Background: an optimization exercise with open tools, aiming at a short achievable clock period and few clock cycles. Do not read the settings as production practice.
Function not checked in this run: the RTL went through the layout flow alone.
No activity file was given, so power comes from the tool's default toggle rates.

## run.sh

```bash
#!/bin/bash
# synth_recipe.tcl (not shown) runs the flow's synth.tcl, then flattens the netlist and writes it again
# the make line also repeats each setting of config.mk as NAME=value (left out here)
make -C /OpenROAD-flow-scripts/flow DESIGN_CONFIG=/design/flow/config.mk WORK_HOME=/design/flow/orfs CLKGATE_MAP_FILE= SYNTH_SCRIPT=/design/flow/synth_recipe.tcl finish
```

## config.mk

```make
export PLATFORM = sky130hd
export DESIGN_NAME = edge_detector
export DESIGN_NICKNAME = edge_detector
export VERILOG_FILES = /design/flow/design.v
export SDC_FILE = /design/flow/constraint.sdc
export NUM_CORES = 4
export LEC_CHECK = 0
export CAP_MARGIN = 20
export CORE_MARGIN = 2
export CORE_UTILIZATION = 40
export SLEW_MARGIN = 20
```

## design.v

```verilog
module edge_detector (
    input             clk,
    input             rst,
    input             smp_valid,
    input      [15:0] smp_data,
    input             smp_err,
    input             arm,
    output reg        arm_ack,
    input      [2:0]  rd_field,
    output reg [21:0] rd_data,
    input      [6:0]  eb_addr,
    output     [7:0]  eb_data,
    output reg        sync_out,
    output            irq,
    output            fatal,
    output     [1:0]  fatal_reason
);
    localparam integer H       = 16;
    localparam integer C       = 64;
    localparam integer MAX_REC = 10;
    localparam [15:0]  RESERVED_MASK = 16'hFFE0;
    localparam [2:0] M_IDLE      = 3'd0;
    localparam [2:0] M_ARMED     = 3'd1;
    localparam [2:0] M_RUNNING   = 3'd2;
    localparam [2:0] M_SUSPENDED = 3'd3;
    localparam [2:0] M_FATAL     = 3'd4;
    localparam [1:0] R_SYNC_LOSS = 2'd1;
    localparam [1:0] R_DMA_ERROR = 2'd2;
    localparam [1:0] R_OVERRUN   = 2'd3;
    localparam [2:0] S_IDLE  = 3'd0;
    localparam [2:0] S_SCAN  = 3'd1;
    localparam [2:0] S_EMIT  = 3'd2;
    localparam [2:0] S_CLEAR = 3'd3;
    localparam [2:0] S_CHECK = 3'd4;
    reg [15:0] pp [0:2*H-1];       
    reg [7:0]  eb [0:C-1];         
    reg [2:0]  mode;
    reg        irq_en;
    reg        ht, tc, err;
    reg [4:0]  wr_ptr;
    reg [1:0]  fatal_reason_q;
    reg [21:0] fatal_ctx;
    reg [3:0]  last_value;
    reg [15:0] last_duration;
    reg [6:0]  bytes;
    reg [2:0]  st;
    reg        cur_half;
    reg [4:0]  scan_pos;
    reg [15:0] dur_acc;
    reg [19:0] venc;               
    reg [6:0]  wptr;               
    reg [3:0]  new_level;          
    wire        dma_on    = (mode == M_ARMED) || (mode == M_RUNNING) || (mode == M_SUSPENDED);
    wire        smp_take  = smp_valid && dma_on;
    wire        err_take  = smp_err && dma_on;
    wire        set_ht    = smp_take && (wr_ptr == H - 1);
    wire        set_tc    = smp_take && (wr_ptr == 2 * H - 1);
    wire        seq_mode  = (mode == M_ARMED) || (mode == M_RUNNING);
    wire        dispatch  = (st == S_IDLE) && seq_mode && irq_en && (err || ht || tc);
    wire        arm_take  = arm && (st == S_IDLE) && (mode != M_FATAL);
    wire [15:0] cur_word  = pp[{cur_half, scan_pos[3:0]}];
    wire        is_edge   = (cur_word[3:0] != last_value);
    wire        no_room   = (C - bytes) < MAX_REC;
    wire [1:0]  seq_state = (st == S_IDLE)  ? 2'd0 :
                            (st == S_CLEAR) ? 2'd2 :
                            (st == S_CHECK) ? 2'd3 : 2'd1;
    assign irq          = irq_en && (ht || tc || err);
    assign fatal        = (mode == M_FATAL);
    assign fatal_reason = fatal_reason_q;
    assign eb_data      = eb[eb_addr[5:0]];
    always @(*) begin
        case (rd_field)
            3'd0:    rd_data = {9'd0, sync_out, cur_half, seq_state, err, tc, ht,
                                irq_en, fatal_reason_q, mode};
            3'd1:    rd_data = {15'd0, bytes};
            3'd2:    rd_data = {18'd0, last_value};
            3'd3:    rd_data = {6'd0, last_duration};
            3'd4:    rd_data = fatal_ctx;
            default: rd_data = 22'd0;
        endcase
    end
    always @(posedge clk) begin
        if (!rst && !arm_take && smp_take)
            pp[wr_ptr] <= smp_data;
        if (!rst && st == S_EMIT)
            eb[wptr[5:0]] <= {(venc[19:7] != 0), venc[6:0]};
    end
    always @(posedge clk) begin
        if (rst) begin
            mode           <= M_IDLE;
            irq_en         <= 1'b0;
            ht             <= 1'b0;
            tc             <= 1'b0;
            err            <= 1'b0;
            wr_ptr         <= 5'd0;
            sync_out       <= 1'b0;
            fatal_reason_q <= 2'd0;
            fatal_ctx      <= 22'd0;
            last_value     <= 4'd0;
            last_duration  <= 16'd0;
            bytes          <= 7'd0;
            st             <= S_IDLE;
            cur_half       <= 1'b0;
            scan_pos       <= 5'd0;
            dur_acc        <= 16'd0;
            arm_ack        <= 1'b0;
        end else begin
            arm_ack <= 1'b0;
            if (smp_take) begin
                sync_out <= ~sync_out;
                wr_ptr   <= wr_ptr + 5'd1;
                if (set_ht) ht <= 1'b1;
                if (set_tc) tc <= 1'b1;
            end
            if (err_take)
                err <= 1'b1;
            if (arm_take) begin
                arm_ack       <= 1'b1;
                wr_ptr        <= 5'd0;
                ht            <= 1'b0;
                tc            <= 1'b0;
                err           <= 1'b0;
                bytes         <= 7'd0;
                last_duration <= 16'd0;
                mode          <= M_ARMED;
                irq_en        <= 1'b1;
            end else begin
                case (st)
                    S_IDLE: begin
                        if (dispatch) begin
                            if (err) begin
                                mode           <= M_FATAL;
                                fatal_reason_q <= R_DMA_ERROR;
                                fatal_ctx      <= 22'd0;
                            end else begin
                                cur_half <= ht ? 1'b0 : 1'b1;
                                scan_pos <= 5'd0;
                                dur_acc  <= last_duration;
                                mode     <= M_RUNNING;
                                st       <= S_SCAN;
                            end
                        end
                    end
                    S_SCAN: begin
                        if (mode == M_RUNNING) begin
                            if (scan_pos == H) begin
                                last_duration <= dur_acc;
                                st            <= S_CLEAR;
                            end else if (!is_edge) begin
                                dur_acc  <= dur_acc + 16'd1;
                                scan_pos <= scan_pos + 5'd1;
                            end else if ((cur_word & RESERVED_MASK) != 16'd0) begin
                                mode           <= M_FATAL;
                                fatal_reason_q <= R_SYNC_LOSS;
                                fatal_ctx      <= {cur_word, scan_pos, cur_half};
                            end else if (no_room) begin
                                last_duration <= dur_acc;
                                irq_en        <= 1'b0;
                                mode          <= M_SUSPENDED;
                                st            <= S_IDLE;
                            end else begin
                                venc      <= {dur_acc, last_value};
                                wptr      <= bytes;
                                new_level <= cur_word[3:0];
                                st        <= S_EMIT;
                            end
                        end
                    end
                    S_EMIT: begin
                        venc <= venc >> 7;
                        wptr <= wptr + 7'd1;
                        if (venc[19:7] == 13'd0) begin
                            bytes      <= wptr + 7'd1;
                            last_value <= new_level;
                            dur_acc    <= 16'd0;
                            scan_pos   <= scan_pos + 5'd1;
                            st         <= S_SCAN;
                        end
                    end
                    S_CLEAR: begin
                        if (!cur_half && !set_ht) ht <= 1'b0;
                        if ( cur_half && !set_tc) tc <= 1'b0;
                        st <= S_CHECK;
                    end
                    S_CHECK: begin
                        if (mode == M_RUNNING) begin
                            if (cur_half ? ht : tc) begin
                                mode           <= M_FATAL;
                                fatal_reason_q <= R_OVERRUN;
                                fatal_ctx      <= {16'd0, 5'd0, cur_half};
                            end else begin
                                st <= S_IDLE;
                            end
                        end
                    end
                    default: st <= S_IDLE;
                endcase
            end
        end
    end
endmodule
```

## constraint.sdc

```tcl
create_clock -name core_clock -period 6.0 [get_ports {clk}]
set_input_delay 1.2000 -clock core_clock [delete_from_list [all_inputs] [get_ports {clk}]]
set_output_delay 1.2000 -clock core_clock [all_outputs]
set_load 0.01 [all_outputs]
```

==> run notes <==
==> layout make-up <==
| class | count | area, um2 | area share |
|---|---|---|---|
| sequential | 1145 | 33500 | 0.637 |
| multi-input combinational | 1243 | 12000 | 0.229 |
| clock buffer | 134 | 2910 | 0.0553 |
| tap | 1512 | 1890 | 0.0360 |
| timing repair buffer | 158 | 1360 | 0.0259 |
| clock inverter | 72 | 797 | 0.0152 |
| inverter | 26 | 97.6 | 0.00186 |
| antenna | 1 | 2.50 | 0.0000476 |
==> synth_stat cells (all sizes together) (16+ instances only) <==
| cell type | count | area [um2] |
|---|---|---|
| o2111ai | 17 | 149 |
| mux2 | 20 | 225 |
| nor2 | 199 | 747 |
| a211oi | 17 | 133 |
| and2 | 16 | 103 |
| edfxtp | 1055 | 31700 |
| mux4 | 246 | 5580 |
| o21ai | 45 | 225 |
| nand2 | 102 | 383 |
| dfxtp | 90 | 1800 |
| a22oi | 28 | 210 |
| nor3 | 40 | 200 |
| a32o | 21 | 235 |
| inv | 26 | 97.6 |
| nand3 | 71 | 355 |
| buf | 69 | 402 |
| a21oi | 48 | 240 |
| o22ai | 26 | 163 |
| a31oi | 22 | 144 |
| and3 | 29 | 181 |
| mux2i | 111 | 1110 |
| clkbuf | 90 | 340 |
==> registers in the layout (all words and copies together), names as in the netlist, 2 cells and up <==
| signal | cells |
|---|---|
| eb | 512 |
| pp | 512 |
| fatal_ctx | 22 |
| venc | 20 |
| dur_acc | 16 |
| last_duration | 16 |
| bytes | 7 |
| wptr | 7 |
| scan_pos | 5 |
| wr_ptr | 5 |
| last_value | 4 |
| new_level | 4 |
| mode | 3 |
| st | 3 |
| fatal_reason_q | 2 |
==> report_power, final <==
group	switching [mW]	total [mW]	internal (mW)
registers	0.00899	8.65	8.65
logic	0.247	0.427	0.180
clock network	2.98	7.08	4.10
total	3.24	16.2	12.9
==> layout by cell type (no fill, tap or decap), types with 12 or more instances in the layout <==
| cell | instances |
|---|---|
| clkdlybuf4s50_1 | 47 |
| inv_1 | 24 |
| a31oi_1 | 21 |
| a32o_2 | 20 |
| nor3_1 | 40 |
| bufinv_16 | 15 |
| o21ai_0 | 45 |
| dfxtp_1 | 86 |
| buf_4 | 86 |
| clkbuf_16 | 113 |
| nand2_1 | 102 |
| a221oi_1 | 14 |
| and2_1 | 15 |
| o22ai_1 | 26 |
| clkbuf_1 | 21 |
| buf_2 | 16 |
| and3_1 | 29 |
| edfxtp_1 | 1055 |
| mux2i_1 | 111 |
| a211oi_1 | 16 |
| nand3_1 | 71 |
| mux2_2 | 18 |
| clkinv_2 | 16 |
| o2111ai_1 | 17 |
| nor4_1 | 12 |
| a22oi_1 | 28 |
| a21oi_1 | 48 |
| nor2_1 | 181 |
| mux4_2 | 235 |
| clkinv_1 | 25 |
| nor2_2 | 14 |
==> worst reg2reg max path, stage by stage (launching register included) <==
cell and delay, ns:
dfxtp_4 0.89, or3b_1 0.73, buf_4 0.29, o22ai_1 0.09, nor3_1 0.61, a22oi_1 0.36
nor4_2 0.38, nand4_2 0.25, nor3_1 0.34, a22o_1 0.18, buf_4 0.34
==> worst paths after layout <==
kind,from,endpoint
max,eb_addr[0],eb_data[1]
min,fatal_ctx[0],fatal_ctx[0]
max reg2reg,scan_pos[1],venc[16]
min reg2reg,fatal_ctx[0],fatal_ctx[0]
==> stage by stage <==
stage	utilization	power [mW]	setup slack, ns
floorplan	-	9.06	1.04
global placement	0.427	9.25	0.642
detailed placement	0.427	9.26	0.653
CTS	0.459	16.3	0.638
global route	0.459	16.6	0.556
finish	0.459	16.2	0.677
==> metal layers <==
metal,wire length (um),vias up,GRT usage
met3,8070,197,0.0316
met4,3010,0,0.0575
met1,46800,12861,0.259
met5,0,-,0
met2,53500,981,0.305
li1,-,10714,-
==> kinds of logic after synthesis <==
family | after synthesis | synth area share
compound gates | 299 | 0.0473
xor+xnor | 16 | 0.00319
fa+ha+maj | 11 | 0.00297
buf+inv | 187 | 0.0185
flops | 1145 | 0.723
mux | 377 | 0.149
simple gates | 540 | 0.0557
==> impl_metrics.csv <==
group,metric,value,unit
timing,rsz0062_at_grt,"no",
timing,setup_tns,0,ns
critical_path,rrSetupSlack,1.20,ns
timing,finalMaxSlewViolations,0,
logic_synthesis,ys_ff_latch,1145,
place,dpl.hpwl,69900,um
critical_path,crit_slowest_cell,"mux4_2",
critical_path,crit_cells,6,
place,placed_cell_area,48900,um2
drt,drc,0,
clock_tree,cts_made_buffers,112,
place,dp.cells,4084,
critical_path,worstSetupPathType,"primary input to output pin",
timing,whs,0.481,ns
drt,routedWlPerCell,26.0,um
timing,period_needed,5.32,ns
logic_synthesis,yosysWarningCount,1,
flow_run,maxCapViolCount,0,
logic_synthesis,syn_area,46300,um2
floorplan,core,115000,um2
floorplan,rows,124,
clock_tree,clk_path_buf_depth,3,
drt,via_count,24753,
global_routing,grt_pass1_wl,164000,um
timing,maxSlewHeadroom,0.274,
critical_path,end_kind,"output pin",
critical_path,cpPeakStageDelay,0.55,ns
floorplan,start_util,0.404,
logic_synthesis,yosysUniqueCellTypes,85,
timing,fmax,188,MHz
floorplan,die_h,344,um
cells_and_area,drive_gt1_frac,0.214,
timing,skew,0.0426,ns
clock_tree,cts_setup_buffers,0,
clock_tree,cts_root_buffer,"clkbuf_16",
clock_tree,ctsHoldBuffers,0,
global_routing,grt_start_max_net_pins,69,
hold_path,hold_depth,2,
critical_path,path_buf_inv,3,
drt,ant_nets,0,
drt,routed_wirelength,111000,um
clock_tree,cts-resized-gates,0,
status,status,"complete, no violations",
critical_path,crit_top_cell,"mux4_2",
logic_synthesis,syn_area_per_cell,18.0,um2
logic_synthesis,synth_nets,2617,
global_routing,antenna_found_initial,2,
clock_tree,clk_pin_slew_worst_paths,0.06,ns
critical_path,path_cells,"clkbuf_8 -> buf_4 -> mux4_2 -> mux4_2 -> mux4_2 -> clkdlybuf4s50_1",
drt,post_drt_via_cell_ratio,5.77,
critical_path,crit_family,"multiplexers",
drt,dr.pass1.iters,6,
pwr,powerDensity,307,nW/um2
timing,period_share,0.887,
floorplan,ioPinCount,67,
drt,drtIter0Drc,2295,
cells_and_area,design_area,52600,um2
global_routing,grt_pass1_vias,24982,
hold_path,hp-class,"register to register",
cells_and_area,synthToLayoutAreaGrowth,13.6,%
clock_tree,htreeDepth,3,
global_routing,grt_usage,0.187,
clock_tree,worst_skew_pair.late_latency,0.71,ns
pwr,p_leak,16.0,nW
logic_synthesis,ys.flop_type,"edfxtp_1",
logic_synthesis,synth_edf_count,1055,
floorplan,dieArea,119000,um2
cells_and_area,fin_cells,4291,
logic_synthesis,syn-instance-count,2575,
cells_and_area,nFillCells,9516,
place,place.gp.congestion,0.917,
clock_tree,cts_tree,"yes",
place,numPortBuffers,65,
critical_path,r2r_cells,10,
timing,setup_violations,0,
critical_path,crit_arrival,4.12,ns
cells_and_area,fin_nets,2728,
logic_synthesis,yosysSeqAreaShare,0.723,
clock_tree,clkSinkCount,1145,
logic_synthesis,async_reset_ff_frac,0,
timing,worst_pin_slew,1.09,ns
global_routing,overflow,0,
pwr,peakVddDrop,270,uV
timing,final_hold_viol_count,0,
critical_path,required,4.80,ns
critical_path,start_kind,"primary input",
floorplan,die_width,344,um
critical_path,crit_fanout,35,

-- port drivers added, routing unchanged --
How much do the figures lean on ideal ports? The routed layout below was timed once more, with nothing changed but the port constraints.
Step 1, drivers: a clkbuf_16 drives clk and a buf_2 each remaining input, both assumed.
Step 2 moves the port delays by t, midway between the first and last clock arrival at a register: inputs arrive t later, outputs are due t later. That takes back most of the time a late clock gives input paths.
a / b / c = ideal ports / drivers / drivers and shift; a / b = the first two.
shift t [ns]: 0.758
slack for setup (ns): 0.677 / 0.640 / 0.640
hold WS [ns]: 0.481 / 0.481 / 0.481
latest minus earliest clock arrival (ns): 0.043 / 0.042
After both steps this run still meets setup and hold. For this run, drivers alone change the setup slack by -0.037 ns; drivers and shift together by -0.037 ns.
